From an optimization exercise on the open Yosys and OpenROAD flow, aimed at small area, a short achievable clock period and few clock cycles; shortcuts taken in it are not production practice.
Where RTL was checked, it was by simulation tests only, not by an equivalence proof against the original.
No functional check of the RTL was part of runs 1 to 3.
Power is estimated from default activity; no workload was simulated. The flow treats the clock pin as an ideal source, which a real chip does not have.

--- flow/flow/run.sh ---
#!/bin/bash
set -euo pipefail
bash standard.sh SETUP_SLACK_MARGIN=6.6 finish > standard.log 2>&1
--- flow/standard.sh ---
#!/bin/bash
# synth_recipe.tcl (not shown) runs the flow's synth.tcl, then flattens the netlist and writes it again
# the make line also repeats each setting of config.mk as NAME=value (left out here)
make -C /OpenROAD-flow-scripts/flow DESIGN_CONFIG=/design/flow/config.mk WORK_HOME=/design/flow/orfs CLKGATE_MAP_FILE= SYNTH_SCRIPT=/design/flow/synth_recipe.tcl "${@:-finish}"
--- flow/config.mk ---
export PLATFORM = sky130hd
export DESIGN_NAME = spf
export DESIGN_NICKNAME = spf
export VERILOG_FILES = /design/flow/design.v
export SDC_FILE = /design/flow/constraint.sdc
export NUM_CORES = 4
export LEC_CHECK = 0
export ABC_CLOCK_PERIOD_IN_PS = 5000
export CAP_MARGIN = 20
export CORE_MARGIN = 2
export CORE_UTILIZATION = 40
export SLEW_MARGIN = 20
--- flow/constraint.sdc ---
create_clock -name core_clock -period 12.0 [get_ports {clk}]
set_input_delay 2.4000 -clock core_clock [delete_from_list [all_inputs] [get_ports {clk}]]
set_output_delay 2.4000 -clock core_clock [all_outputs]
set_load 0.01 [all_outputs]
--- flow/design.v ---
module spf (
    input  wire        clk,
    input  wire        rst,
    input  wire        cmd_valid,
    output wire        cmd_ready,
    input  wire [31:0] cmd_data,
    output wire        rsp_valid,
    input  wire        rsp_ready,
    output wire [31:0] rsp_data
);
    localparam [7:0] STX      = 8'h02;
    localparam [7:0] ETX      = 8'h03;
    localparam [7:0] POS_TYPE = 8'h01;
    localparam integer LM = 2;             
    localparam integer M  = 1 << LM;       
    localparam integer LB = 7 - LM;        
    localparam integer B  = 1 << LB;       
    localparam [3:0] RC_OK  = 4'h0;
    localparam [3:0] RC_OOR = 4'h1;
    localparam [3:0] RC_ILL = 4'h2;
    localparam [3:0] RC_NFY = 4'h3;
    localparam [3:0] RC_FOK = 4'h4;
    localparam [3:0] RC_CSM = 4'h5;
    localparam [1:0] ST_IDLE = 2'd0;
    localparam [1:0] ST_RESP = 2'd1;
    localparam [1:0] ST_WAIT = 2'd2;
    localparam [1:0] WK_APP   = 2'd0;      
    localparam [1:0] WK_PEEK  = 2'd1;      
    localparam [1:0] WK_READF = 2'd2;      
    localparam [1:0] WK_SCAN  = 2'd3;      
    localparam [2:0] E_SRCH = 3'd0;        
    localparam [2:0] E_H1   = 3'd1;        
    localparam [2:0] E_H2   = 3'd2;        
    localparam [2:0] E_H3   = 3'd3;        
    localparam [2:0] E_PAY  = 3'd4;        
    localparam [2:0] E_CK   = 3'd5;        
    localparam [2:0] E_ETX  = 3'd6;        
    localparam [2:0] E_DONE = 3'd7;        
    function [LM-1:0] slot_of;
        input [6:0] x;
        slot_of = {x[LM-2:0], 1'b0} + x[6:LB];
    endfunction
    reg  [LM-1:0] phs;                      
    reg  [1:0]    st;
    reg  [1:0]    wk;
    reg  [31:0]   rsp_q;
    reg  [7:0]    q8;                       
    reg  [7:0]    rpv;                      
    reg  [7:0]    wpv;                      
    reg  [15:0]   resync_cnt;
    reg           retain;
    reg           fv;                       
    reg  [6:0]    fs;                       
    reg  [7:0]    h_st, h_ty, h_len;
    reg  [LM:0]   cp;                       
    reg           pv0, pv1;
    reg  [5:0]    pa0, pa1;                 
    reg  [7:0]    pd0, pd1;
    reg  [2:0]    eph;
    reg  [7:0]    e_base;                   
    reg  [7:0]    e_cur;                    
    reg  [7:0]    e_s;                      
    reg  [7:0]    e_nstx;                   
    reg           e_nv;
    reg  [7:0]    e_st, e_ty, e_len, e_sum;
    reg  [6:0]    e_rem;
    reg           e_ok;
    reg  [7:0]    e_r;                      
    reg  [8:0]    e_flim;                   
    reg  [6:0]    ridx;                     
    wire [7:0]    cnt = wpv - rpv;
    wire          wr0 = pv0 && (phs == slot_of({pa0, 1'b0}));
    wire          wr1 = pv1 && (phs == slot_of({pa1, 1'b1}));
    wire          copying = (cp != {(LM+1){1'b0}});
    wire [8*B-1:0] wtap;
    wire [8*B-1:0] ftap;
    genvar gb;
    generate
        for (gb = 0; gb < B; gb = gb + 1) begin : g_bank
            reg [8*M-1:0] wl;
            reg [8*M-1:0] fl;
            wire       wwe = (gb % 2 == 0) ? (wr0 && (pa0[LB-2:0] == gb / 2))
                                           : (wr1 && (pa1[LB-2:0] == gb / 2));
            wire [7:0] wdt = (gb % 2 == 0) ? pd0 : pd1;
            wire [7:0] wtop = wwe ? wdt : wl[7:0];
            always @(posedge clk) begin
                wl <= {wtop, wl[8*M-1:8]};
                fl <= {(copying ? wtop : fl[7:0]), fl[8*M-1:8]};
            end
            assign wtap[gb*8 +: 8] = wl[7:0];
            assign ftap[gb*8 +: 8] = fl[7:0];
        end
    endgenerate
    wire [3:0]  i_op  = cmd_data[31:28];
    wire        i_rsv = |cmd_data[27:16];
    wire [15:0] i_arg = cmd_data[15:0];
    wire app_ok    = (i_op == 4'h1) && !i_rsv && (i_arg[15:8] == 8'd0);
    wire scan_ok   = (i_op == 4'h2) && (cmd_data[27:0] == 28'd0);
    wire peek_ok   = (i_op == 4'h3) && !i_rsv;
    wire cons_ok   = (i_op == 4'h4) && !i_rsv;
    wire readf_ok  = (i_op == 4'h5) && !i_rsv;
    wire rdreg_ok  = (i_op == 4'h6) && !i_rsv && (i_arg < 16'd6);
    wire wrctrl_ok = (i_op == 4'h7) && !i_rsv && (i_arg[15:1] == 15'd0);
    wire fire    = cmd_valid && (st == ST_IDLE);
    wire waiting = (st == ST_WAIT);
    wire        peek_wait = waiting && (wk == WK_PEEK);
    wire [6:0]  w_idx = ridx;
    reg  [7:0]  w_byte;
    integer     k;
    always @(*) begin
        w_byte = 8'd0;
        for (k = 0; k < B; k = k + 1)
            w_byte = w_byte | (wtap[k*8 +: 8] & {8{w_idx[LB-1:0] == k}});
    end
    wire [6:0]  rf_in = fs + i_arg[6:0];                
    wire [6:0]  f_idx = (st == ST_IDLE) ? rf_in : q8[6:0];
    reg  [7:0]  f_byte;
    always @(*) begin
        f_byte = 8'd0;
        for (k = 0; k < B; k = k + 1)
            f_byte = f_byte | (ftap[k*8 +: 8] & {8{f_idx[LB-1:0] == k}});
    end
    wire        f_here = !copying && (phs == slot_of(f_idx));
    wire        b0_hit  = pv0 && (pa0 == w_idx[6:1]);
    wire        b1_hit  = pv1 && (pa1 == w_idx[6:1]);
    wire        w_byp   = w_idx[0] ? b1_hit : b0_hit;
    wire [7:0]  w_bypd  = w_idx[0] ? pd1 : pd0;
    wire        e_byp   = w_byp;
    wire [7:0]  e_byte  = e_byp ? w_bypd : w_byte;
    wire        e_ready = (eph == E_DONE) || (e_cur == wpv);
    wire        e_avail = !peek_wait && (eph != E_DONE) && (e_cur != wpv) &&
                          (e_byp || (phs == slot_of(ridx)));
    wire        e_isstx = (e_byte == STX);
    wire        e_fitbad = e_flim[8] || (e_byte > e_flim[7:0]);
    wire        e_tv    = e_nv || e_isstx;
    wire [7:0]  e_tgt   = e_nv ? e_nstx : e_cur;
    wire [31:0] scan_rsp = (eph != E_DONE) ? {RC_NFY, 28'd0} :
                           e_ok ? {RC_FOK, 3'b000, 1'b1, e_st, e_ty, e_len} :
                                  {RC_CSM, 28'd0};
    wire pfree   = wpv[0] ? (!pv1 || wr1) : (!pv0 || wr0);
    wire do_app  = pfree && ((fire && app_ok) || (waiting && wk == WK_APP));
    wire [7:0] app_byte = waiting ? q8 : cmd_data[7:0];
    wire evict   = do_app && cnt[7];
    wire do_scan = e_ready && ((fire && scan_ok) || (waiting && wk == WK_SCAN));
    wire cons_in = fire && cons_ok && (i_arg <= {8'd0, cnt});
    wire restart = evict || cons_in;
    wire [7:0] rp_new = evict ? rpv + 8'd1 : rpv + i_arg[7:0];
    wire [8:0]  flen6 = {1'b0, h_len} + 9'd6;
    reg  [2:0]  eph_n;
    reg  [7:0]  e_base_n, e_cur_n, e_s_n, e_nstx_n, e_r_n;
    reg         e_nv_n;
    reg  [8:0]  e_flim_n;
    reg  [6:0]  ridx_n;
    wire [7:0]  e_cur1  = e_cur + 8'd1;
    wire [7:0]  e_s1    = e_s + 8'd1;
    wire [7:0]  e_tgt1  = e_tgt + 8'd1;
    wire        e_resync = (eph == E_H3 && e_fitbad) || (eph == E_ETX && e_byte != ETX);
    wire        peek_start = fire && peek_ok && (i_arg < {8'd0, cnt});
    wire        peek_done  = peek_wait && (w_byp || phs == slot_of(ridx));
    wire [6:0]  peek_addr  = rpv[6:0] + i_arg[6:0];
    always @(*) begin
        eph_n    = eph;
        e_base_n = e_base;
        e_cur_n  = e_cur;
        e_s_n    = e_s;
        e_nv_n   = e_nv;
        e_nstx_n = e_nstx;
        e_r_n    = e_r;
        e_flim_n = e_flim;
        if (e_avail) begin
            e_cur_n = e_cur1;
            if (eph == E_SRCH) begin
                if (e_isstx) begin
                    e_s_n    = e_cur;
                    e_nv_n   = 1'b0;
                    eph_n    = E_H1;
                    e_flim_n = 9'd122 - {1'b0, e_cur - e_base};
                end
            end else begin
                if (!e_nv && e_isstx) begin
                    e_nv_n   = 1'b1;
                    e_nstx_n = e_cur;
                end
                case (eph)
                    E_H1:    eph_n = E_H2;
                    E_H2:    eph_n = E_H3;
                    E_H3:    eph_n = (e_byte == 8'd0) ? E_CK : E_PAY;
                    E_PAY:   if (e_rem == 7'd1) eph_n = E_CK;
                    E_CK:    eph_n = E_ETX;
                    default: eph_n = E_DONE;
                endcase
                if (e_resync) begin
                    e_base_n = e_s1;
                    e_r_n    = e_r + 8'd1;
                    e_nv_n   = 1'b0;
                    if (e_tv) begin
                        e_s_n    = e_tgt;
                        e_cur_n  = e_tgt1;
                        eph_n    = E_H1;
                        e_flim_n = 9'd122 - {1'b0, e_tgt - e_s1};
                    end else begin
                        eph_n    = E_SRCH;
                    end
                end
            end
        end
        if (restart) begin
            eph_n    = E_SRCH;
            e_base_n = rp_new;
            e_cur_n  = rp_new;
            e_r_n    = 8'd0;
        end
        if (do_scan) begin
            e_r_n = 8'd0;
            if (eph == E_DONE) begin
                e_base_n = e_cur;
                eph_n    = E_SRCH;
            end else if (eph == E_SRCH) begin
                e_base_n = (retain && (wpv != e_base)) ? wpv - 8'd1 : wpv;
            end
        end
        if (peek_start)
            ridx_n = peek_addr;
        else if (peek_wait && !peek_done)
            ridx_n = ridx;
        else
            ridx_n = e_cur_n[6:0];
    end
    assign cmd_ready = (st == ST_IDLE) && !rst;
    assign rsp_valid = (st == ST_RESP) && !rst;
    assign rsp_data  = rsp_q;
    always @(posedge clk) begin
        if (rst) begin
            phs        <= {LM{1'b0}};
            st         <= ST_IDLE;
            rpv        <= 8'd0;
            wpv        <= 8'd0;
            resync_cnt <= 16'd0;
            retain     <= 1'b0;
            fv         <= 1'b0;
            cp         <= {(LM+1){1'b0}};
            pv0        <= 1'b0;
            pv1        <= 1'b0;
            eph        <= E_SRCH;
            e_base     <= 8'd0;
            e_cur      <= 8'd0;
            e_r        <= 8'd0;
            ridx       <= 7'd0;
        end else begin
            phs <= phs + 1'b1;
            if (copying)
                cp <= cp - 1'b1;
            if (do_app)
                wpv <= wpv + 8'd1;
            if (do_app && !wpv[0]) begin
                pv0 <= 1'b1;
                pa0 <= wpv[6:1];
                pd0 <= app_byte;
            end else if (wr0) begin
                pv0 <= 1'b0;
            end
            if (do_app && wpv[0]) begin
                pv1 <= 1'b1;
                pa1 <= wpv[6:1];
                pd1 <= app_byte;
            end else if (wr1) begin
                pv1 <= 1'b0;
            end
            eph    <= eph_n;
            e_base <= e_base_n;
            e_cur  <= e_cur_n;
            e_s    <= e_s_n;
            e_nv   <= e_nv_n;
            e_nstx <= e_nstx_n;
            e_r    <= e_r_n;
            e_flim <= e_flim_n;
            ridx   <= ridx_n;
            if (e_avail) begin
                case (eph)
                    E_H1: begin
                        e_st  <= e_byte;
                        e_sum <= e_byte;
                    end
                    E_H2: begin
                        e_ty  <= e_byte;
                        e_sum <= e_sum + e_byte;
                    end
                    E_H3: begin
                        e_len <= e_byte;
                        e_sum <= e_sum + e_byte;
                        e_rem <= e_byte[6:0];
                    end
                    E_PAY: begin
                        e_sum <= e_sum + e_byte;
                        e_rem <= e_rem - 7'd1;
                    end
                    E_CK: e_ok <= (e_sum == e_byte);
                    default: ;
                endcase
            end
            if (restart)
                rpv <= rp_new;
            if (do_scan) begin
                resync_cnt <= resync_cnt + {8'd0, e_r};
                fv         <= (eph == E_DONE) && e_ok;
                if (eph == E_DONE) begin
                    rpv <= e_cur;
                    if (e_ok) begin
                        h_st  <= e_st;
                        h_ty  <= e_ty;
                        h_len <= e_len;
                        fs    <= e_s[6:0];
                        cp    <= M[LM:0];
                    end
                end else if (eph == E_SRCH) begin
                    rpv <= (retain && (wpv != e_base)) ? wpv - 8'd1 : wpv;
                end else begin
                    rpv <= e_base;
                end
            end
            case (st)
                ST_IDLE: begin
                    if (fire) begin
                        st    <= ST_RESP;
                        rsp_q <= {RC_ILL, 28'd0};
                        case (i_op)
                            4'h1: if (app_ok) begin
                                rsp_q <= {RC_OK, 28'd0};
                                if (!pfree) begin
                                    st <= ST_WAIT;
                                    wk <= WK_APP;
                                    q8 <= cmd_data[7:0];
                                end
                            end
                            4'h2: if (scan_ok) begin
                                rsp_q <= scan_rsp;
                                if (!e_ready) begin
                                    st <= ST_WAIT;
                                    wk <= WK_SCAN;
                                end
                            end
                            4'h3: if (peek_ok) begin
                                if (i_arg >= {8'd0, cnt}) begin
                                    rsp_q <= {RC_OOR, 28'd0};
                                end else begin
                                    st <= ST_WAIT;
                                    wk <= WK_PEEK;
                                    q8 <= {1'b0, rpv[6:0] + i_arg[6:0]};
                                end
                            end
                            4'h4: if (cons_ok) begin
                                if (i_arg > {8'd0, cnt})
                                    rsp_q <= {RC_OOR, 28'd0};
                                else
                                    rsp_q <= {RC_OK, 28'd0};
                            end
                            4'h5: if (readf_ok) begin
                                if (!fv || i_arg >= {7'd0, flen6}) begin
                                    rsp_q <= {RC_OOR, 28'd0};
                                end else if (i_arg[6:2] == 5'd0) begin
                                    case (i_arg[1:0])
                                        2'd0: rsp_q <= {RC_OK, 20'd0, STX};
                                        2'd1: rsp_q <= {RC_OK, 20'd0, h_st};
                                        2'd2: rsp_q <= {RC_OK, 20'd0, h_ty};
                                        default: rsp_q <= {RC_OK, 20'd0, h_len};
                                    endcase
                                end else if (f_here) begin
                                    rsp_q <= {RC_OK, 20'd0, f_byte};
                                end else begin
                                    st <= ST_WAIT;
                                    wk <= WK_READF;
                                    q8 <= {1'b0, rf_in};
                                end
                            end
                            4'h6: if (rdreg_ok) begin
                                case (i_arg[2:0])
                                    3'd0: rsp_q <= {RC_OK, 20'd0, cnt};
                                    3'd1: rsp_q <= {RC_OK, 28'd128};
                                    3'd2: rsp_q <= {RC_OK, 12'd0, resync_cnt};
                                    3'd3: rsp_q <= {RC_OK, 27'd0, retain};
                                    3'd4: rsp_q <= fv ? {RC_OK, 3'b000, 1'b1, h_st, h_ty, h_len}
                                                      : {RC_OK, 28'd0};
                                    default: rsp_q <= {RC_OK, 4'd4, POS_TYPE, ETX, STX};
                                endcase
                            end
                            4'h7: if (wrctrl_ok) begin
                                retain <= i_arg[0];
                                rsp_q  <= {RC_OK, 28'd0};
                            end
                            default: ;
                        endcase
                    end
                end
                ST_WAIT: begin
                    case (wk)
                        WK_APP: if (pfree) st <= ST_RESP;
                        WK_SCAN: if (e_ready) begin
                            rsp_q <= scan_rsp;
                            st    <= ST_RESP;
                        end
                        WK_PEEK: begin
                            if (w_byp) begin
                                rsp_q <= {RC_OK, 20'd0, w_bypd};
                                st    <= ST_RESP;
                            end else if (phs == slot_of(q8[6:0])) begin
                                rsp_q <= {RC_OK, 20'd0, w_byte};
                                st    <= ST_RESP;
                            end
                        end
                        default: if (f_here) begin    
                            rsp_q <= {RC_OK, 20'd0, f_byte};
                            st    <= ST_RESP;
                        end
                    endcase
                end
                default: begin    
                    if (rsp_ready)
                        st <= ST_IDLE;
                end
            endcase
        end
    end
endmodule
==> run summary, run 1 <==
Root Buffer=clkbuf_16; Buf+Inv Stages, Crit Path=2; Nets=5384; vias post-DR=40171; initial antenna violation count=5; final instance area=0.0806 mm²; setup violators final=0; core area=0.167 mm²; synth-to-layout area growth=20.4%; Max Cap Violations=0; status=complete, no violations; RSZ-0062 raised after global routing=yes; CP arrival=6600 ps; final WL=213000 µm; Pwr per Cell Area=200 mW/mm²; Yosys cell types=100; CTS Buf Count=210; Die X=413 µm; Reg-to-Reg End=ridx[4]; clk_skew=47.6 ps; initial DRC count=3712; Crit-path slowest cell=or4_4; Worst path most repeated cell=a21oi_2; CTS hold repair buffers=0; r2r setup slk=6560 ps; CP Data Required Time=12740 ps; Clock transition at path regs=60 ps; Pint=12.3 mW; HP Class=reg -> reg; asr flop ratio synth=0; leakage=31.9 nW; clock sink count=2289; Slew @ Worst Pin=1200 ps; all-layer global routing usage=0.244; Placer Congestion=0.946; sequential area share after synthesis=0.709; Crit Path Class=in -> reg; die area=0.171 mm²; I/O pins=70; Levels on crit path=21; Power Total=16.1 mW; CP max FO=3; Max Freq=171 MHz; CP max stage delay=520 ps; Worst Hold Endpoint=g_bank[11].fl[19]; Final Cycle Share=0.488; Layout Utilization=0.484; vias in the first global route=38068; TritonRoute pass-1 iters=6; number of enable flip-flop cells after synthesis=164; share of layout cells above drive strength 1=0.252; first-pass GRT wire length=293000 µm; combinational share of power=0.082; minimum clock period=5850 ps; WL per Instance=27.9 µm; Seq cells post-synth=2289; Initial Utilization=0.402; CP top delay family=compound AO/OA/AOI/OAI gates; Reg power frac=0.483; Cell Area, Placed=0.0707 mm²; critical-path cell list=buf_6 -> or4_4 -> or3_4 -> nor2_4 -> nand3_4 -> o22ai_4 -> nand2b_4 -> o21ai_2 -> inv_1 -> ha_1 -> a21o_1 -> a21oi_2 -> o21bai_1 -> a21oi_2 -> o21bai_1 -> a21oi_2 -> xor2_2 -> mux2_4 -> o32a_1 -> o21a_1 -> a221oi_2; Switch Pwr=3.85 mW; TritonCTS clock tree=yes; startpoint class of the critical path=primary input; Clock Power Share=0.434; Sw Share=0.239; row cnt=150; Final Hold Vio Count=0; Hold Startpoint=g_bank[11].fl[27]; slew margin rel.=0.200; Worst VDD drop=0.000147 V; Post-DRT Antenna Nets=0; Mean Syn Cell Area=13.6 µm²; Post-Syn Area=0.0670 mm²; critical register-to-register path startpoint=ridx[0]; Residual DRC=0; Vias/cell=5.26; ys flop type=dfxtp_1; Clock Path Buffers=3; Final Max Slew Viols=0; Port Buffers=66; Yosys Warn Count=1; Hold Path Stages=0; GRT overflow=0; setup_tns=0 ps; Post-Syn Instances=4914; chip height=413 µm; largest net degree at the start of global routing=62; clk latency of the worst-skew pair=860 ps; element type at the critical path end=flip-flop; DP HPWL=145000 µm; Non-Filler Instances=7632; H-tree levels=4; placed insts=7095; Worst R2R Path Depth=19
through the flow:
step	worst slack, ps	hold WS (ps)
5_1_grt	6010	305
3_5_place_dp	4530	312
2_1_floorplan	5660	310
3_3_place_gp	4420	309
4_1_cts	6270	293
6_report	6150	296
how the worst max path moves through the flow:
stage / from / to
finish: cmd_data[9] / rpv[7]
global route: cmd_data[9] / rpv[7]
CTS: cmd_data[9] / rpv[7]
detailed placement: cmd_data[0] / rsp_q[2]
global placement: cmd_data[1] / rsp_q[1]
floorplan: cmd_data[12] / rpv[7]
placed cells by master, fill, tap and decap left out, types with 19 or more instances in the layout:
| master | instances |
|---|---|
| a31oi_1 | 19 |
| nand3_1 | 99 |
| clkbuf_8 | 44 |
| clkdlybuf4s50_1 | 44 |
| nor3_1 | 44 |
| and3_1 | 39 |
| nand2_1 | 147 |
| nand4_1 | 49 |
| mux2_2 | 537 |
| mux2i_1 | 57 |
| clkbuf_1 | 41 |
| a21oi_1 | 118 |
| ha_1 | 89 |
| dfxtp_1 | 2120 |
| o21ai_0 | 86 |
| nor2b_1 | 33 |
| a22o_1 | 35 |
| a22oi_1 | 107 |
| clkinv_2 | 41 |
| inv_1 | 98 |
| nor2_1 | 165 |
| buf_4 | 192 |
| edfxtp_1 | 164 |
| a21o_1 | 27 |
| clkbuf_16 | 216 |
| bufinv_16 | 23 |
| xor2_1 | 70 |
| xnor2_1 | 75 |
| buf_6 | 25 |
registers in the layout (all words and copies together) (netlist names), 9 cells and up:
name,cells
g_bank.fl,1024
rsp_q,29
resync_cnt,16
g_bank.wl,1024
e_flim,9
repair_timing:
item	4_1_cts	5_1_grt
buffers inserted	85	47
gates resized for setup	187	103
endpoints found under the setup margin	117	138
pin swaps	63	76
gates cloned	7	5
power by group through the flow:
stage	Sequential, mW	Combinational, mW	Clock [mW]
after floorplan	7.94	0.771	0
after global routing	7.80	1.37	7.41
after CTS	7.80	1.25	7.10
after global placement	7.96	1.17	0
after detailed placement	7.97	1.18	0
final	7.80	1.33	7.01
cells in the mapped netlist (57+ instances only):
cell type | n | area, µm²
nand2_1 | 154 | 578
mux2_2 | 538 | 6060
ha_1 | 93 | 1160
dfxtp_1 | 2125 | 42500
a21oi_1 | 129 | 646
nor3_1 | 71 | 355
a22oi_1 | 114 | 856
nand3_1 | 103 | 515
edfxtp_1 | 164 | 4920
xnor2_1 | 79 | 692
mux2i_1 | 57 | 571
o21ai_0 | 99 | 495
clkbuf_1 | 135 | 507
nor2_1 | 200 | 751
xor2_1 | 71 | 622
inv_1 | 105 | 394
routing by layer:
layer | global-route usage | vias up | part of all wire
li1 | - | 18026 | -
met4 | 0.132 | 8 | 0.061
met3 | 0.0432 | 454 | 0.069
met1 | 0.333 | 20022 | 0.44
met2 | 0.366 | 1661 | 0.43
met5 | 0 | - | 0.00025
cells by family after synthesis:
logic type                 count (synthesis)  share of synthesized area
xor gates and xnor gates                 151                     0.0200
DFF                                     2289                      0.709
adders and majority gates                101                     0.0198
muxes                                    599                     0.0999
buffers and inverters                    299                     0.0189
and+or+nand+nor                          796                     0.0599
other                                      1                  0.0000560
AOI/OAI and AO/OA                        678                     0.0726
final cells by class:
| type | instances | area (µm²) |
|---|---|---|
| Clock buffer | 298 | 6090 |
| Multi-Input combinational cell | 2333 | 19600 |
| Inverter | 106 | 417 |
| Clock inverter | 93 | 1360 |
| Timing Repair Buffer | 307 | 2930 |
| Tap cell | 2204 | 2760 |
| Antenna cell | 2 | 5.00 |
| Fill cell | 14557 | 86000 |
| Sequential cell | 2289 | 47500 |
==> run 2: changes to the inputs <==
--- a/flow/design.v
+++ b/flow/design.v
@@ -30,10 +30,12 @@
     localparam [1:0] WK_SCAN  = 2'd3;      
-    localparam [2:0] E_SRCH = 3'd0;        
-    localparam [2:0] E_H1   = 3'd1;        
-    localparam [2:0] E_H2   = 3'd2;        
-    localparam [2:0] E_H3   = 3'd3;        
-    localparam [2:0] E_PAY  = 3'd4;        
-    localparam [2:0] E_CK   = 3'd5;        
-    localparam [2:0] E_ETX  = 3'd6;        
-    localparam [2:0] E_DONE = 3'd7;        
+    localparam [3:0] E_SRCH = 4'd0;        
+    localparam [3:0] E_H1   = 4'd1;        
+    localparam [3:0] E_H2   = 4'd2;        
+    localparam [3:0] E_H3   = 4'd3;        
+    localparam [3:0] E_PAY  = 4'd4;        
+    localparam [3:0] E_CK   = 4'd5;        
+    localparam [3:0] E_ETX  = 4'd6;        
+    localparam [3:0] E_DONE = 4'd7;        
+    localparam [3:0] E_XC1  = 4'd8;        
+    localparam [3:0] E_XC2  = 4'd9;        
     function [LM-1:0] slot_of;
@@ -58,3 +60,3 @@
     reg  [7:0]    pd0, pd1;
-    reg  [2:0]    eph;
+    reg  [3:0]    eph;
     reg  [7:0]    e_base;                   
@@ -130,3 +132,3 @@
     wire        e_ready = (eph == E_DONE) || (e_cur == wpv);
-    wire        e_avail = !peek_wait && (eph != E_DONE) && (e_cur != wpv) &&
+    wire        e_avail = !peek_wait && (eph != E_DONE) && !eph[3] && (e_cur != wpv) &&
                           (e_byp || (phs == slot_of(ridx)));
@@ -143,8 +145,9 @@
     wire evict   = do_app && cnt[7];
+    reg  drop_pend;
     wire do_scan = e_ready && ((fire && scan_ok) || (waiting && wk == WK_SCAN));
     wire cons_in = fire && cons_ok && (i_arg <= {8'd0, cnt});
-    wire restart = evict || cons_in;
-    wire [7:0] rp_new = evict ? rpv + 8'd1 : rpv + i_arg[7:0];
+    wire restart = drop_pend;
+    wire [7:0] rp_new = rpv + q8;
     wire [8:0]  flen6 = {1'b0, h_len} + 9'd6;
-    reg  [2:0]  eph_n;
+    reg  [3:0]  eph_n;
     reg  [7:0]  e_base_n, e_cur_n, e_s_n, e_nstx_n, e_r_n;
@@ -160,2 +163,7 @@
     wire [6:0]  peek_addr  = rpv[6:0] + i_arg[6:0];
+    wire [6:0]  x_addr     = e_s[6:0] + e_len[6:0] + 7'd5;
+    wire [7:0]  x_have     = wpv - e_s;
+    wire        x_present  = {1'b0, x_have} > {1'b0, e_len} + 9'd5;
+    wire        x_avail    = !peek_wait && (w_byp || phs == slot_of(ridx));
+    wire [3:0]  x_next     = (e_len == 8'd0) ? E_CK : E_PAY;
     always @(*) begin
@@ -186,3 +194,3 @@
                     E_H2:    eph_n = E_H3;
-                    E_H3:    eph_n = (e_byte == 8'd0) ? E_CK : E_PAY;
+                    E_H3:    eph_n = E_XC1;
                     E_PAY:   if (e_rem == 7'd1) eph_n = E_CK;
@@ -206,2 +214,21 @@
         end
+        else if (eph == E_XC1 && !peek_wait) begin
+            eph_n = x_present ? E_XC2 : x_next;
+        end else if (eph == E_XC2 && x_avail) begin
+            if (e_byte == ETX) begin
+                eph_n = x_next;
+            end else begin
+                e_base_n = e_s1;
+                e_r_n    = e_r + 8'd1;
+                e_nv_n   = 1'b0;
+                if (e_nv) begin
+                    e_s_n    = e_nstx;
+                    e_cur_n  = e_nstx + 8'd1;
+                    eph_n    = E_H1;
+                    e_flim_n = 9'd122 - {1'b0, e_nstx - e_s1};
+                end else begin
+                    eph_n    = E_SRCH;
+                end
+            end
+        end
         if (restart) begin
@@ -225,2 +252,4 @@
             ridx_n = ridx;
+        else if (eph_n == E_XC2)
+            ridx_n = x_addr;
         else
@@ -242,2 +271,3 @@
             pv0        <= 1'b0;
+            drop_pend  <= 1'b0;
             pv1        <= 1'b0;
@@ -302,2 +332,7 @@
                 rpv <= rp_new;
+            drop_pend <= evict || cons_in;
+            if (evict)
+                q8 <= 8'd1;
+            else if (cons_in)
+                q8 <= i_arg[7:0];
             if (do_scan) begin
==> flow/flow/run.sh (replaced) <==
#!/bin/bash
set -euo pipefail
export CTS_ARGS="-sink_clustering_enable -repair_clock_nets -dont_use_dummy_load -sink_clustering_size 30 -sink_clustering_max_diameter 100"
bash standard.sh SETUP_SLACK_MARGIN=6.6 finish > standard.log 2>&1
==> run 2 against run 1 <==
Against the previous run:
- final area is 5.0% lower
- worst hold slack worse by 24 ps
- first-iteration DRC count increased by 25%
- total power is 20% lower
- utilization down 3.3 points
- largest cell class unchanged
- highest routed layer unchanged
==> run summary, run 2 <==
all-layer global routing usage=0.251 (was 0.244); Final Hold Vio Count=0 (unchanged); synth-to-layout area growth=11.7% (was 20.4%); CTS hold repair buffers=0 (unchanged); Vias/cell=5.46 (was 5.26); vias post-DR=40926 (was 40171); first-pass GRT wire length=307000 µm (was 293000 µm); sequential area share after synthesis=0.693 (was 0.709); Slew @ Worst Pin=1290 ps (was 1200 ps); number of enable flip-flop cells after synthesis=164 (unchanged); Hold Path Stages=0 (unchanged); most frequent cell after synthesis=dfxtp_1 (unchanged); critical register-to-register path startpoint=ridx[3] (was ridx[0]); r2r setup slk=6650 ps (was 6560 ps); I/O pins=70 (unchanged); clk_skew=79.7 ps (was 47.6 ps); Crit Path Class=in -> out (was in -> reg); slew margin rel.=0.141 (was 0.200); clk latency of the worst-skew pair=770 ps (was 860 ps); Hold Startpoint=g_bank[27].fl[18] (was g_bank[11].fl[27]); share of layout cells above drive strength 1=0.196 (was 0.252); Worst VDD drop=0.000107 V (was 0.000147 V); Final Max Slew Viols=0 (unchanged); final WL=225000 µm (was 213000 µm); Residual DRC=0 (unchanged); most frequent cells in the layout=dfxtp_1 (2121), mux2_2 (540), nand2_1 (192) (was dfxtp_1 (2120), mux2_2 (537), clkbuf_16 (216)); Post-Syn Instances=5123 (was 4914); Seq cells post-synth=2291 (was 2289); setup violators final=0 (unchanged); Yosys cell types=99 (was 100); Buf+Inv Stages, Crit Path=5 (was 2); row cnt=151 (was 150); Mean Syn Cell Area=13.4 µm² (was 13.6 µm²); Post-DRT Antenna Nets=0 (unchanged); Reg-to-Reg End=ridx[4] (unchanged); CP top delay family=buffers and inverters (was compound AO/OA/AOI/OAI gates); core area=0.170 mm² (was 0.167 mm²); die area=0.175 mm² (was 0.171 mm²); startpoint class of the critical path=primary input (unchanged); leakage=29.7 nW (was 31.9 nW); WL per Instance=30.1 µm (was 27.9 µm); Max Cap Violations=0 (unchanged); CP arrival=3110 ps (was 6600 ps); TritonCTS clock tree=yes (unchanged); GRT overflow=0 (unchanged); Placer Congestion=0.979 (was 0.946); H-tree levels=3 (was 4); status=complete, no violations (unchanged); Synth area leader=dfxtp_1 (unchanged); Worst path most repeated cell=buf_12 (was a21oi_2); commonest non-fill, non-tap cell in the layout=dfxtp_1 (unchanged); Crit-path slowest cell=and3_4 (was or4_4); CP max stage delay=210 ps (was 520 ps); TritonRoute pass-1 iters=6 (unchanged); vias in the first global route=38172 (was 38068); HP Class=reg -> reg (unchanged); CP Data Required Time=9600 ps (was 12740 ps); RSZ-0062 raised after global routing=yes (unchanged); CTS Buf Count=90 (was 210); Nets=5453 (was 5384); Port Buffers=66 (unchanged); Yosys Warn Count=1 (unchanged); synth top area cells=dfxtp_1 (62%), mux2_2 (8.9%), edfxtp_1 (7.2%), ha_1 (2.4%), xnor2_1 (1.5%) (was dfxtp_1 (64%), mux2_2 (9.0%), edfxtp_1 (7.4%), ha_1 (1.7%), a22oi_1 (1.3%)); Post-Syn Area=0.0686 mm² (was 0.0670 mm²); Worst R2R Path Depth=21 (was 19); initial DRC count=4656 (was 3712); Clock transition at path regs=110 ps (was 60 ps); initial antenna violation count=16 (was 5); Max Freq=182 MHz (was 171 MHz); Initial Utilization=0.404 (was 0.402); clock sink count=2291 (was 2289); final hold slack=272 ps (was 296 ps); Clock Path Buffers=3 (unchanged); filler cell count=15246 (was 14557); CP max FO=4 (was 3); Final Cycle Share=0.459 (was 0.488); DP HPWL=162000 µm (was 145000 µm); Regs by FF count=g_bank.fl x1024, g_bank.wl x1024, rsp_q x29 (unchanged); chip height=418 µm (was 413 µm); element type at the critical path end=primary output (was flip-flop); largest net degree at the start of global routing=63 (was 62); setup_tns=0 ps (unchanged); Root Buffer=clkbuf_16 (unchanged); Pwr per Cell Area=170 mW/mm² (was 200 mW/mm²); share of the synthesized area in the top cell type=0.621 (was 0.635); minimum clock period=5510 ps (was 5850 ps); Die X=418 µm (was 413 µm); asr flop ratio synth=0 (unchanged); Synth top cells by count=dfxtp_1 (2127), mux2_2 (540), nand2_1 (195) (was dfxtp_1 (2125), mux2_2 (538), nor2_1 (200)); Worst Hold Endpoint=g_bank[27].fl[10] (was g_bank[11].fl[19]); critical-path cell list=buf_8 -> buf_12 -> clkinv_8 -> buf_12 -> and3_4 -> buf_6 (was buf_6 -> or4_4 -> or3_4 -> nor2_4 -> nand3_4 -> o22ai_4 -> nand2b_4 -> o21ai_2 -> inv_1 -> ha_1 -> a21o_1 -> a21oi_2 -> o21bai_1 -> a21oi_2 -> o21bai_1 -> a21oi_2 -> xor2_2 -> mux2_4 -> o32a_1 -> o21a_1 -> a221oi_2); ys flop type=dfxtp_1 (unchanged)
[run 2: cell count changes after synthesis, sizes merged, moves of 14 or more]
cell,change
a221oi,+17
a22o,+28
clkbuf,+18
ha,+36
inv,+15
nand2,+41
nor2,-14
nor3,+19
o211ai,+21
xnor2,+35
[run 2: logic make-up (layout without fill, tap and decap cells)]
logic type,count (synthesis),count (layout),synth area share
AOI/OAI and AO/OA,727,727,0.0759
xor gates and xnor gates,179,179,0.0229
adders and majority gates,140,140,0.0267
buffers and inverters,321,471,0.0194
DFF,2291,2291,0.693
muxes,613,613,0.0997
other,1,10,0.0000547
and+or+nand+nor,851,851,0.0626
[run 2: area by class of cell]
type	count	area (µm²)	share of cell area
multi-input cells	2513	20900	0.273
well taps	2218	2780	0.0362
repair buffers	259	2590	0.0339
inverters	122	482	0.00629
diodes	7	17.5	0.000229
flip-flops and latches	2291	47500	0.620
clock buffers	90	2250	0.0294
[run 2: repair_timing]
action | 4_1_cts | 5_1_grt
pin swaps | 46 | 20
cloned | 3 | 3
buffers inserted | 56 | 20
resized for setup | 164 | 60
endpoints found under the setup margin | 132 | 135
[run 2: worst register-to-register path, delay by kind of cell (launching register included)]
kind | cells | cell delay (ps)
AND/OR/NAND/NOR | 2 | 760
AO/OA/AOI/OAI | 10 | 2100
flip-flops | 1 | 340
adder cells (fa/ha/maj) | 1 | 350
multiplexers | 1 | 400
buffers and inverters | 7 | 1290
[run 2: power by group]
part           switching (mW)  total, mW  internal, mW
Combinational            1.03       1.58         0.548
Sequential             0.0858       7.85          7.77
Clock                    2.20       3.55          1.35
Total                    3.32       13.0          9.67
[run 2: worst max-delay path by stage]
stage / start / to / cells past startpoint
detailed placement: cmd_data[1] / rsp_q[1] / 14
CTS: rst / rsp_valid / 6
global placement: cmd_data[1] / rsp_q[7] / 14
global route: rst / rsp_valid / 6
floorplan: cmd_data[0] / rsp_q[0] / 11
finish: rst / rsp_valid / 6
[run 2: layer usage]
metal | wire length (µm) | global-route usage | vias to the layer above
met5 | 60 | 0 | -
met4 | 10800 | 0.105 | 8
met3 | 17200 | 0.0462 | 422
met2 | 97300 | 0.380 | 1725
met1 | 100000 | 0.351 | 20514
li1 | - | - | 18257
[run 2: metrics by stage]
step	total power, mW	worst slack (ps)	std cells	area, µm²	utilization
after floorplan	8.86	6260	5125	68700	-
after global placement	9.40	4470	7319	72400	0.426
after detailed placement	9.42	4560	7321	72400	0.427
after CTS	12.9	6490	7470	76000	0.448
after global routing	13.4	6490	7493	76600	0.451
final	13.0	6490	7500	76600	0.451
==> run 3: changes to the inputs <==
--- a/flow/design.v
+++ b/flow/design.v
@@ -257,7 +257,10 @@
     end
-    assign cmd_ready = (st == ST_IDLE) && !rst;
-    assign rsp_valid = (st == ST_RESP) && !rst;
+    reg  rst_q;
+    always @(posedge clk)
+        rst_q <= rst;
+    assign cmd_ready = (st == ST_IDLE) && !rst && !rst_q;
+    assign rsp_valid = (st == ST_RESP) && !rst && !rst_q;
     assign rsp_data  = rsp_q;
     always @(posedge clk) begin
-        if (rst) begin
+        if (rst_q) begin
             phs        <= {LM{1'b0}};
==> flow/flow/run.sh (replaced) <==
#!/bin/bash
set -euo pipefail
export CTS_ARGS="-sink_clustering_enable -repair_clock_nets -dont_use_dummy_load -sink_clustering_size 30 -sink_clustering_max_diameter 100"
bash standard.sh SETUP_SLACK_MARGIN=7.0 finish > standard.log 2>&1
==> run 3 against run 2 <==
Against the previous run:
- still clean on timing, DRC and antenna
- synthesized cell count unchanged
- combinational power down 6%
- final area up 1.5%
- non-clock buffer count up 71
- worst setup slack worse by 33 ps
- global-route usage down 0.46 points
- die area down 0.15%
- wire length down 2.8%
- maximum frequency down 0.60%
- flip-flop and latch count up 1
- register-to-register slack better by 420 ps
- worst hold slack worse by 21 ps
- largest cell class unchanged
==> run summary, run 3 <==
Crit Path Class=in -> reg (was in -> out); commonest non-fill, non-tap cell in the layout=dfxtp_1 (unchanged); Yosys Warn Count=1 (unchanged); number of enable flip-flop cells after synthesis=164 (unchanged); ys flop type=dfxtp_1 (unchanged); asr flop ratio synth=0 (unchanged); RSZ-0062 raised after global routing=yes (unchanged); multi-input gate area in the final layout=0.0212 mm² (was 0.0209 mm²); clk_skew=104 ps (was 79.7 ps); Post-Syn Instances=5123 (unchanged); final instance area=0.0778 mm² (was 0.0766 mm²); startpoint class of the critical path=primary input (unchanged); largest net degree at the start of global routing=61 (was 63); share of layout cells above drive strength 1=0.221 (was 0.196); combinational share of power=0.115 (was 0.122); Port Buffers=66 (unchanged); Residual DRC=0 (unchanged); setup violators final=0 (unchanged); Nets=5525 (was 5453); CTS Buf Count=91 (was 90); TritonCTS clock tree=yes (unchanged); Pint=9.70 mW (was 9.67 mW); WL met2=94700 µm (was 97300 µm); most frequent cell after synthesis=dfxtp_1 (unchanged); Sw Share=0.248 (was 0.255); WL per Instance=28.9 µm (was 30.1 µm); Max Freq=180 MHz (was 182 MHz); DP HPWL=152000 µm (was 162000 µm); Max Cap Violations=0 (unchanged); leakage=30.3 nW (was 29.7 nW); row cnt=151 (unchanged); Final Cycle Share=0.462 (was 0.459); TritonRoute pass-1 iters=5 (was 6); Cell Area, Placed=0.0723 mm² (was 0.0724 mm²); element type at the critical path end=flip-flop (was primary output); Seq cells post-synth=2292 (was 2291); most frequent cells in the layout=dfxtp_1 (2121), mux2_2 (550), buf_4 (183) (was dfxtp_1 (2121), mux2_2 (540), nand2_1 (192)); vias in the first global route=38489 (was 38172); Die X=418 µm (about the same); HP Class=reg -> reg (unchanged); Post-DRT Antenna Nets=0 (unchanged); Switch Pwr=3.20 mW (was 3.32 mW); die area=0.175 mm² (about the same); synth-to-layout area growth=13.6% (was 11.7%); core area=0.170 mm² (about the same); CTS hold repair buffers=0 (unchanged); I/O pins=70 (unchanged); Reg power frac=0.608 (was 0.605); Mean Syn Cell Area=13.4 µm² (about the same); clock sink count=2292 (was 2291); GRT overflow=0 (unchanged); filler cell count=15291 (was 15246); Final Max Slew Viols=0 (unchanged); Metal-1 WL=99800 µm (was 100000 µm); Clock Power Share=0.277 (was 0.274); Clock transition at path regs=110 ps (about the same); Clock Path Buffers=3 (unchanged); Yosys cell types=96 (was 99); DR WL met3=15100 µm (was 17200 µm); Placer Congestion=0.973 (was 0.979); Slew @ Worst Pin=1180 ps (was 1290 ps); CP arrival=6010 ps (was 3110 ps); status=complete, no violations (unchanged); Vias/cell=5.39 (was 5.46); Worst VDD drop=0.000133 V (was 0.000107 V); first-pass GRT wire length=303000 µm (was 307000 µm); CP Data Required Time=12470 ps (was 9600 ps); Pwr per Cell Area=166 mW/mm² (was 170 mW/mm²); initial antenna violation count=21 (was 16); Regs by FF count=g_bank.fl x1024, g_bank.wl x1024, rsp_q x29 (unchanged); Root Buffer=clkbuf_16 (unchanged); clk latency of the worst-skew pair=770 ps (about the same); Post-Syn Area=0.0685 mm² (was 0.0686 mm²); synth top area cells=dfxtp_1 (62%), mux2_2 (9.1%), edfxtp_1 (7.2%), ha_1 (2.4%), xnor2_1 (1.4%) (was dfxtp_1 (62%), mux2_2 (8.9%), edfxtp_1 (7.2%), ha_1 (2.4%), xnor2_1 (1.5%)); slew margin rel.=0.209 (was 0.141); minimum clock period=5540 ps (was 5510 ps); share of the synthesized area in the top cell type=0.622 (was 0.621); final WL=219000 µm (was 225000 µm); H-tree levels=3 (unchanged); highest metal used=met5 (unchanged); vias post-DR=40792 (was 40926); all-layer global routing usage=0.246 (was 0.251); Reg area=0.0475 mm² (about the same); Synth top cells by count=dfxtp_1 (2128), mux2_2 (556), nor2_1 (190) (was dfxtp_1 (2127), mux2_2 (540), nand2_1 (195)); setup_tns=0 ps (unchanged); Synth area leader=dfxtp_1 (unchanged); Final Hold Vio Count=0 (unchanged); sequential area share after synthesis=0.694 (was 0.693); initial DRC count=4092 (was 4656); Initial Utilization=0.404 (about the same); CP max FO=4 (unchanged); chip height=418 µm (about the same)
[run 3: stage by stage]
stage / cells / utilization / power (mW) / worst slack, ps / hold WS [ps]
global placement: 7314 / 0.426 / 9.32 / 4410 / 309
detailed placement: 7314 / 0.426 / 9.32 / 4330 / 312
global route: 7565 / 0.458 / 13.3 / 6380 / 236
CTS: 7510 / 0.453 / 12.9 / 6540 / 245
floorplan: 5125 / - / 8.84 / 6230 / 310
finish: 7570 / 0.458 / 12.9 / 6460 / 250
[run 3: kinds of logic after synthesis]
| group | Yosys count | share of synthesized area |
|---|---|---|
| multiplexers | 625 | 0.102 |
| other | 1 | 0.0000548 |
| AO/OA/AOI/OAI | 684 | 0.0693 |
| XOR/XNOR | 190 | 0.0245 |
| adder cells (fa/ha/maj) | 140 | 0.0268 |
| flip-flops | 2292 | 0.694 |
| AND/OR/NAND/NOR | 876 | 0.0648 |
| buffers and inverters | 315 | 0.0185 |
[run 3: path summary, 6_finish.rpt]
check,from,depth (start not counted),slack (ps),end
max,cmd_data[0],19,6460,rsp_q[2]
min,g_bank[13].fl[29],0,250,g_bank[13].fl[21]
max reg2reg,ridx[3],19,7070,e_base[4]
min reg2reg,g_bank[13].fl[29],0,250,g_bank[13].fl[21]
[run 3: final cells by class]
| class | count | area share |
|---|---|---|
| tap | 2218 | 0.0357 |
| multi-input combinational | 2519 | 0.273 |
| inverter | 115 | 0.00591 |
| timing repair buffer | 330 | 0.0446 |
| clock buffer | 91 | 0.0293 |
| sequential | 2292 | 0.611 |
| antenna | 5 | 0.000161 |
[run 3: per-layer routing]
metal	global-route usage	vias up
met1	0.352	20475
met4	0.0911	4
met2	0.377	1631
li1	-	18300
met5	0	-
met3	0.0355	382
[run 3: timing repair]
action                                  in CTS  in global routing
setup buffers                               92                 55
resized for setup                          261                 95
pin swaps                                   73                 78
cloned                                      13                  0
endpoints found under the setup margin     166                130
[run 3: power groups by stage]
stage | Sequential [mW] | Combinational, mW | Clock [mW]
global route | 7.84 | 1.55 | 3.90
floorplan | 7.96 | 0.881 | 0
CTS | 7.84 | 1.43 | 3.64
detailed placement | 8.02 | 1.30 | 0
global placement | 8.02 | 1.29 | 0
finish | 7.84 | 1.48 | 3.58
[run 3: worst max-delay path, stage by stage]
cell and delay [ps]:
buf_6 90, buf_6 120, ha_4 170, fa_2 390
a21o_1 190, a21oi_4 200, xnor2_4 160, mux2i_2 110
buf_6 170, buf_12 130, nand2_8 60, nor2_4 40
buf_6 130, buf_4 170, a22oi_2 200, nand4_1 170
or4_4 610, a222oi_1 360, o21ai_1 130
==> run 4: changes to the inputs <==
--- a/flow/design.v
+++ b/flow/design.v
@@ -116,4 +116,7 @@
     end
+    reg  [6:0]  rf_nxi;                                 
+    reg  [6:0]  rf_nxa;                                 
     wire [6:0]  rf_in = fs + i_arg[6:0];                
-    wire [6:0]  f_idx = (st == ST_IDLE) ? rf_in : q8[6:0];
+    wire        rf_seq = (i_arg[6:0] == rf_nxi);
+    wire [6:0]  f_idx = (st == ST_IDLE) ? rf_nxa : q8[6:0];
     reg  [7:0]  f_byte;
@@ -350,2 +353,4 @@
                         fs    <= e_s[6:0];
+                        rf_nxi <= 7'd4;
+                        rf_nxa <= e_s[6:0] + 7'd4;
                         cp    <= M[LM:0];
@@ -395,2 +400,4 @@
                             4'h5: if (readf_ok) begin
+                                rf_nxi <= i_arg[6:0] + 7'd1;
+                                rf_nxa <= rf_in + 7'd1;
                                 if (!fv || i_arg >= {7'd0, flen6}) begin
@@ -404,3 +411,3 @@
                                     endcase
-                                end else if (f_here) begin
+                                end else if (rf_seq && f_here) begin
                                     rsp_q <= {RC_OK, 20'd0, f_byte};
==> run 4 against run 3 <==
Against the previous run:
- first-iteration DRC count decreased by 8.1%
- clock power is essentially flat
- total power grew 4.3%
- critical path depth down 16
- cell count grew 1.9%
- critical endpoint is now rsp_valid
- final area is 0.45% lower
- via count shrank 0.59%
- still clean
- largest power group unchanged
==> run summary, run 4 <==
Initial Utilization=0.403 (was 0.404); leakage=30.2 nW (was 30.3 nW); row cnt=152 (was 151); Final Cycle Share=0.440 (was 0.462); Post-DRT Antenna Nets=0 (unchanged); HP Class=reg -> reg (unchanged); Worst R2R Path Depth=15 (was 19); status=complete, no violations (unchanged); mux contribution to synthesized area=0.0977 (was 0.102); Yosys Warn Count=1 (unchanged); setup_tns=0 ps (unchanged); number of enable flip-flop cells after synthesis=178 (was 164); die area=0.177 mm² (was 0.175 mm²); multi-input gate area in the final layout=0.0210 mm² (was 0.0212 mm²); most frequent cells in the layout=dfxtp_1 (2119), mux2_2 (555), buf_4 (185) (was dfxtp_1 (2121), mux2_2 (550), buf_4 (183)); synth-to-layout area growth=11.7% (was 13.6%); clk latency of the worst-skew pair=790 ps (was 770 ps); CP Launch Point=rst (was cmd_data[0]); Synth Area in Simple Gates=0.0647 (was 0.0648); setup violators final=0 (unchanged); I/O pins=70 (unchanged); Synth Area in XOR/XNOR=0.0259 (was 0.0245); Mean Syn Cell Area=13.3 µm² (was 13.4 µm²); Vias/cell=5.25 (was 5.39); Post-Syn Instances=5220 (was 5123); H-tree levels=3 (unchanged); TritonRoute pass-1 iters=8 (was 5); CTS Buf Count=92 (was 91); Worst VDD drop=0.000162 V (was 0.000133 V); all-layer global routing usage=0.229 (was 0.246); Crit Path Class=in -> out (was in -> reg); ys flop type=dfxtp_1 (unchanged); WL per Instance=26.7 µm (was 28.9 µm); first-pass GRT wire length=288000 µm (was 303000 µm); vias post-DR=40551 (was 40792); slew margin rel.=0.219 (was 0.209); pre-CTS WS=5150 ps (was 4330 ps); Regs by FF count=g_bank.fl x1024, g_bank.wl x1024, rsp_q x29 (unchanged); Final Max Slew Viols=0 (unchanged); Clock transition at path regs=100 ps (was 110 ps); Placer Congestion=1.01 (was 0.973); Residual DRC=0 (unchanged); core area=0.172 mm² (was 0.170 mm²); startpoint class of the critical path=primary input (unchanged); CTS hold repair buffers=0 (unchanged); critical register-to-register path startpoint=ridx[0] (was ridx[3]); r2r setup slk=6980 ps (was 7070 ps); Pwr per Cell Area=174 mW/mm² (was 166 mW/mm²); element type at the critical path end=primary output (was flip-flop); vias in the first global route=38846 (was 38489); Reg area=0.0480 mm² (was 0.0475 mm²); Max Freq=189 MHz (was 180 MHz); clk_skew=121 ps (was 104 ps); largest net degree at the start of global routing=117 (was 61); initial antenna violation count=5 (was 21); Slew @ Worst Pin=1170 ps (was 1180 ps); Root Buffer=clkbuf_16 (unchanged); synth top area cells=dfxtp_1 (61%), mux2_2 (9.0%), edfxtp_1 (7.7%), ha_1 (2.5%), xnor2_1 (1.6%) (was dfxtp_1 (62%), mux2_2 (9.1%), edfxtp_1 (7.2%), ha_1 (2.4%), xnor2_1 (1.4%)); chip height=420 µm (was 418 µm); largest family of logic cells by synthesized area=multiplexers (unchanged); Setup crit end=rsp_valid (was rsp_q[2]); Reg-to-Reg End=ridx[2] (was e_base[4]); asr flop ratio synth=0 (unchanged); final hold slack=267 ps (was 250 ps); Power Total=13.4 mW (was 12.9 mW); RSZ-0062 raised after global routing=yes (unchanged); Nets=5591 (was 5525); Seq cells post-synth=2306 (was 2292); GRT overflow=0 (unchanged); Port Buffers=66 (unchanged); final WL=206000 µm (was 219000 µm); post-layout worst setup margin=6720 ps (was 6460 ps); Max Cap Violations=0 (unchanged); Adder-Cell Fraction of Synth Area=0.0277 (was 0.0268); complex-gate fraction of the synthesized area=0.0734 (was 0.0693); CP max FO=2 (was 4); CP arrival=2880 ps (was 6010 ps); initial DRC count=3762 (was 4092); share of the synthesized area in the top cell type=0.615 (was 0.622); CP Data Required Time=9600 ps (was 12470 ps); Post-Syn Area=0.0693 mm² (was 0.0685 mm²); share of layout cells above drive strength 1=0.197 (was 0.221); Clock Path Buffers=3 (unchanged); commonest non-fill, non-tap cell in the layout=dfxtp_1 (unchanged); Final Hold Vio Count=0 (unchanged); minimum clock period=5280 ps (was 5540 ps); sequential area share after synthesis=0.692 (was 0.694); most frequent cell after synthesis=dfxtp_1 (unchanged); Synth area leader=dfxtp_1 (unchanged); filler cell count=15594 (was 15291); Synth top cells by count=dfxtp_1 (2128), mux2_2 (555), nor2_1 (199) (was dfxtp_1 (2128), mux2_2 (556), nor2_1 (190)); Yosys cell types=94 (was 96); clock sink count=2306 (was 2292); Die X=420 µm (was 418 µm); DP HPWL=144000 µm (was 152000 µm); TritonCTS clock tree=yes (unchanged)
run 4: cell types whose count changed after synthesis, moves of 9 or more:
cell / previous run / this run
a221oi_1: 29 / 38
a22o_1: 30 / 41
and2_1: 23 / 9
edfxtp_1: 164 / 178
and3_1: 28 / 39
nor2_1: 190 / 199
o21ai_0: 103 / 144
nand3_1: 139 / 152
a31oi_1: 12 / 24
nand4_1: 55 / 44
xnor2_1: 107 / 130
mux2i_1: 65 / 42
o21bai_1: 25 / 15
run 4: per-layer routing:
layer	part of all wire	track usage	vias up	routed length (µm)
met5	0.000063	0	-	13
met2	0.45	0.362	1468	92100
li1	-	-	18596	-
met3	0.062	0.0342	400	12700
met4	0.047	0.0934	2	9620
met1	0.45	0.312	20085	91900
run 4: worst min path at each step:
stage                                  from           endpoint  slack (ps)  cells past startpoint
final                      g_bank[5].fl[10]    g_bank[5].fl[2]         270                      0
after global routing       g_bank[5].fl[10]    g_bank[5].fl[2]         270                      0
after CTS                  g_bank[5].fl[10]    g_bank[5].fl[2]         260                      0
after detailed placement  g_bank[22].wl[28]  g_bank[22].wl[20]         310                      0
after global placement    g_bank[23].fl[30]  g_bank[23].fl[22]         310                      0
after floorplan             g_bank[0].fl[8]    g_bank[0].fl[0]         310                      0
run 4: area by class of cell:
| type | instances | area share |
|---|---|---|
| sequential | 2306 | 0.620 |
| multi-input combinational | 2590 | 0.271 |
| tap | 2310 | 0.0373 |
| timing repair buffer | 295 | 0.0358 |
| clock buffer | 92 | 0.0297 |
| inverter | 123 | 0.00616 |
| antenna | 1 | 0.0000323 |
run 4: through the flow:
step,cells,instance area [µm²],utilization
2_1_floorplan,5222,69400,-
3_3_place_gp,7529,73500,0.428
3_5_place_dp,7530,73600,0.428
4_1_cts,7673,76600,0.446
5_1_grt,7716,77400,0.450
6_report,7717,77400,0.450
run 4: where the power goes:
group	switching (mW)	total, mW	internal [mW]	leakage [nW]
clock	2.23	3.61	1.38	1.13
sequential	0.0856	7.92	7.83	18.8
combinational	1.18	1.92	0.739	10.2
run 4: cell families after synthesis:
logic type,after synthesis
buffers and inverters,327
other,1
AO/OA/AOI/OAI,745
XOR/XNOR,205
adder cells (fa/ha/maj),147
multiplexers,602
flip-flops,2306
AND/OR/NAND/NOR,887
run 4: critical path: stages:
cell     delay, ps
buf_8          100
nor4b_4        210
buf_2          170
run 4: repair_timing:
| action | 4_1_cts | 5_1_grt |
|---|---|---|
| cloned | 3 | 4 |
| endpoints found under the setup margin | 185 | 139 |
| pin swaps | 23 | 37 |
| resized for setup | 102 | 78 |
| buffers inserted | 48 | 39 |
Testbench counts of run 4, summed over its fixed seeds: cycles 284,629.
==> run 5: changes to the inputs <==
==> flow/flow/run.sh (replaced) <==
#!/bin/bash
set -euo pipefail
export CTS_ARGS="-sink_clustering_enable -repair_clock_nets -dont_use_dummy_load -sink_clustering_size 20 -sink_clustering_max_diameter 80"
bash standard.sh SETUP_SLACK_MARGIN=7.0 finish > standard.log 2>&1
==> run 5 against run 4 <==
Against the previous run:
- clock skew decreased by 38 ps
- total power increased by 6.5%
- synthesized area unchanged
- utilization increased by 0.60 points
- via count increased by 0.86%
- largest power group unchanged
- highest routed layer is now met4
==> run summary, run 5 <==
post-layout worst setup margin=6720 ps (about the same); Crit-path slowest cell=nor4b_4 (unchanged); critical register-to-register path startpoint=ridx[3] (was ridx[0]); vias in the first global route=39376 (was 38846); initial DRC count=3952 (was 3762); filler cell count=15486 (was 15594); Clock transition at path regs=70 ps (was 100 ps); number of enable flip-flop cells after synthesis=178 (unchanged); Vias/cell=5.28 (was 5.25); WL per Instance=26.7 µm (about the same); Reg area=0.0480 mm² (unchanged); Max Freq=189 MHz (about the same); critical-path cell list=buf_8 -> nor4b_4 -> buf_2 (unchanged); Final Hold Vio Count=0 (unchanged); Reg power frac=0.553 (was 0.589); CP max stage delay=210 ps (about the same); TritonRoute pass-1 iters=6 (was 8); Switch Pwr=3.64 mW (was 3.50 mW); minimum clock period=5280 ps (about the same); CP Launch Point=rst (unchanged); Crit Path Class=in -> out (unchanged); met1 Usage GRT=0.314 (was 0.312); Pwr per Cell Area=183 mW/mm² (was 174 mW/mm²); Initial Utilization=0.403 (unchanged); setup_tns=0 ps (unchanged); Nets=5624 (was 5591); pre-CTS WS=5150 ps (unchanged); clk_skew=82.2 ps (was 121 ps); Final Cycle Share=0.440 (about the same); Synth top cells by count=dfxtp_1 (2128), mux2_2 (555), nor2_1 (199) (unchanged); synth top area cells=dfxtp_1 (61%), mux2_2 (9.0%), edfxtp_1 (7.7%), ha_1 (2.5%), xnor2_1 (1.6%) (unchanged); Buf+Inv Stages, Crit Path=2 (unchanged); sequential area share after synthesis=0.692 (unchanged); Port Buffers=66 (unchanged); Post-Syn Instances=5220 (unchanged); final hold slack=272 ps (was 267 ps); element type at the critical path end=primary output (unchanged); DP HPWL=144000 µm (unchanged); CP top delay family=buffers and inverters (unchanged); M3 GR Usage=0.0385 (was 0.0342); H-tree levels=4 (was 3); CTS hold repair buffers=0 (unchanged); asr flop ratio synth=0 (unchanged); Synth area leader=dfxtp_1 (unchanged); HP Class=reg -> reg (unchanged); leakage=30.7 nW (was 30.2 nW); CP arrival=2880 ps (about the same); final WL=207000 µm (was 206000 µm); die area=0.177 mm² (unchanged); GRT overflow=0 (unchanged); largest net degree at the start of global routing=117 (unchanged); most frequent cells in the layout=dfxtp_1 (2119), mux2_2 (554), nand2_1 (184) (was dfxtp_1 (2119), mux2_2 (555), buf_4 (185)); Yosys Warn Count=1 (unchanged); clock sink count=2306 (unchanged); multi-input gate area in the final layout=0.0210 mm² (about the same); Residual DRC=0 (unchanged); slew margin rel.=0.231 (was 0.219); ys flop type=dfxtp_1 (unchanged); Max Cap Violations=0 (unchanged); vias post-DR=40900 (was 40551); met2 GRT Util=0.359 (was 0.362); most frequent cell after synthesis=dfxtp_1 (unchanged); initial antenna violation count=5 (unchanged); startpoint class of the critical path=primary input (unchanged); Yosys cell types=94 (unchanged); Clock Power Share=0.315 (was 0.269); Final Max Slew Viols=0 (unchanged); Die X=420 µm (unchanged); status=complete, no violations (unchanged); Post-DRT Antenna Nets=0 (unchanged); TritonCTS clock tree=yes (unchanged); Root Buffer=clkbuf_16 (unchanged); CP Data Required Time=9600 ps (about the same); Pint=10.7 mW (was 9.95 mW); Clock Path Buffers=3 (unchanged); CP max FO=2 (unchanged); setup violators final=0 (unchanged); Mean Syn Cell Area=13.3 µm² (unchanged); Power Total=14.3 mW (was 13.4 mW); Seq cells post-synth=2306 (unchanged); Hold Startpoint=g_bank[20].fl[21] (was g_bank[5].fl[10]); RSZ-0062 raised after global routing=yes (unchanged); share of the synthesized area in the top cell type=0.615 (unchanged); clk latency of the worst-skew pair=830 ps (was 790 ps); combinational share of power=0.133 (was 0.143); Regs by FF count=g_bank.fl x1024, g_bank.wl x1024, rsp_q x29 (unchanged); all-layer global routing usage=0.230 (was 0.229); Worst VDD drop=0.000168 V (was 0.000162 V); Placer Congestion=1.01 (unchanged); chip height=420 µm (unchanged); Post-Syn Area=0.0693 mm² (unchanged); synth-to-layout area growth=13.2% (was 11.7%); CTS Buf Count=144 (was 92); Sw Share=0.254 (was 0.260); first-pass GRT wire length=290000 µm (was 288000 µm); share of layout cells above drive strength 1=0.200 (was 0.197); Slew @ Worst Pin=1150 ps (was 1170 ps); commonest non-fill, non-tap cell in the layout=dfxtp_1 (unchanged); layer with the highest usage=met2 (unchanged); core area=0.172 mm² (unchanged); I/O pins=70 (unchanged); row cnt=152 (unchanged)
==> run 5: changes by cell type in the layout (fill, tap and decap cells not counted), sizes merged <==
| cell | delta |
|---|---|
| dlygate4sd2 | +2 |
| bufbuf | +1 |
| diode | +1 |
| buf | -18 |
| clkbuf | +48 |
==> run 5: stage by stage <==
step                      instance area, µm²  cells  utilization
after detailed placement               73600   7530        0.428
after global placement                 73500   7529        0.428
final                                  78400   7751        0.456
after global routing                   78400   7749        0.456
after floorplan                        69400   5222            -
after CTS                              77900   7722        0.453
==> run 5: worst register-to-register path, cell delays in order, from the launching register on <==
cell	delay (ps)
dfxtp_4	430
buf_12	200
and3b_2	320
buf_4	220
a32oi_1	220
o2111ai_2	170
nor4_4	340
a32oi_2	240
buf_6	220
buf_12	140
or4_4	530
o21ai_1	400
nand2_1	240
a221o_1	400
buf_4	170
or4_1	490
nor4b_1	150
==> run 5: final timing paths <==
check,endpoint,slack [ps],cells after the start
worst max-delay path,rsp_valid,6720,3
worst min-delay path,g_bank[20].fl[13],270,0
worst max register to register,ridx[2],6950,16
worst min register to register,g_bank[20].fl[13],270,0
==> run 5: cell type report <==
cell class | count | share of cell area
inverter | 123 | 0.00608
antenna | 2 | 0.0000638
tap | 2310 | 0.0368
sequential | 2306 | 0.612
multi-input combinational | 2590 | 0.267
clock buffer | 144 | 0.0459
timing repair buffer | 276 | 0.0323
==> run 5: cell families (layout without fill, tap and decap cells) <==
kind of cell    after synthesis  in the layout  share of synthesized area
flops                      2306           2306                      0.692
simple gates                887            888                     0.0647
compound gates              745            745                     0.0734
mux                         602            602                     0.0977
buf+inv                     327            543                     0.0187
xor+xnor                    205            205                     0.0259
fa+ha+maj                   147            147                     0.0277
other cells                   1              5                  0.0000541
==> run 5: metal layers <==
layer  routed length, µm  share of wire
met1               91400           0.44
met2               91500           0.44
met3               13600          0.066
met4               10600          0.051
met5                   0              0
==> run 5: timing repair <==
item                                    in CTS  in global routing
resized for setup                          100                 56
buffers inserted                            45                 25
cloned                                       3                  2
pin swaps                                   26                 21
endpoints found under the setup margin     180                113
==> run 5: power groups by stage <==
stage / clock (mW) / combinational (mW) / sequential (mW)
4_1_cts: 4.59 / 1.82 / 7.91
6_report: 4.51 / 1.90 / 7.91
3_3_place_gp: 0 / 1.68 / 8.11
2_1_floorplan: 0 / 1.20 / 8.04
3_5_place_dp: 0 / 1.69 / 8.12
5_1_grt: 4.86 / 2.01 / 7.92

[re-timing with driven ports]
No port has a modelled driver above. Below, the same layouts with a new extraction and two added sets of constraints. Step 1, drivers: a clkbuf_16 drives clk and a buf_2 each remaining input, both assumed. Step 2 moves the port delays by t, midway between the first and last clock arrival at a register: inputs arrive t later, outputs are due t later. That takes back most of the time a late clock gives input paths. Three values: ideal ports, drivers, drivers and shift; two values: the first two.
| run | t, ns | slack for setup (ns) | worst setup path after step 2 | slew at the worst register clock pin (ns) |
|---|---|---|---|---|
| run 1 | 0.913 | 6.147 / 6.186 / 5.273 | input to register | 0.07 / 0.07 |
| run 2 | 0.808 | 6.492 / 6.444 / 5.916 | input to register | 0.12 / 0.12 |
| run 3 | 0.805 | 6.459 / 6.510 / 5.705 | input to register | 0.12 / 0.12 |
| run 4 | 0.814 | 6.717 / 6.671 / 6.255 | input to register | 0.12 / 0.12 |
| run 5 | 0.861 | 6.717 / 6.671 / 6.296 | input to register | 0.09 / 0.09 |
After both steps every run listed still meets setup and hold. The setup slack of run 1, which loses most, moves by +0.039 ns with the drivers and by -0.874 ns with both steps.
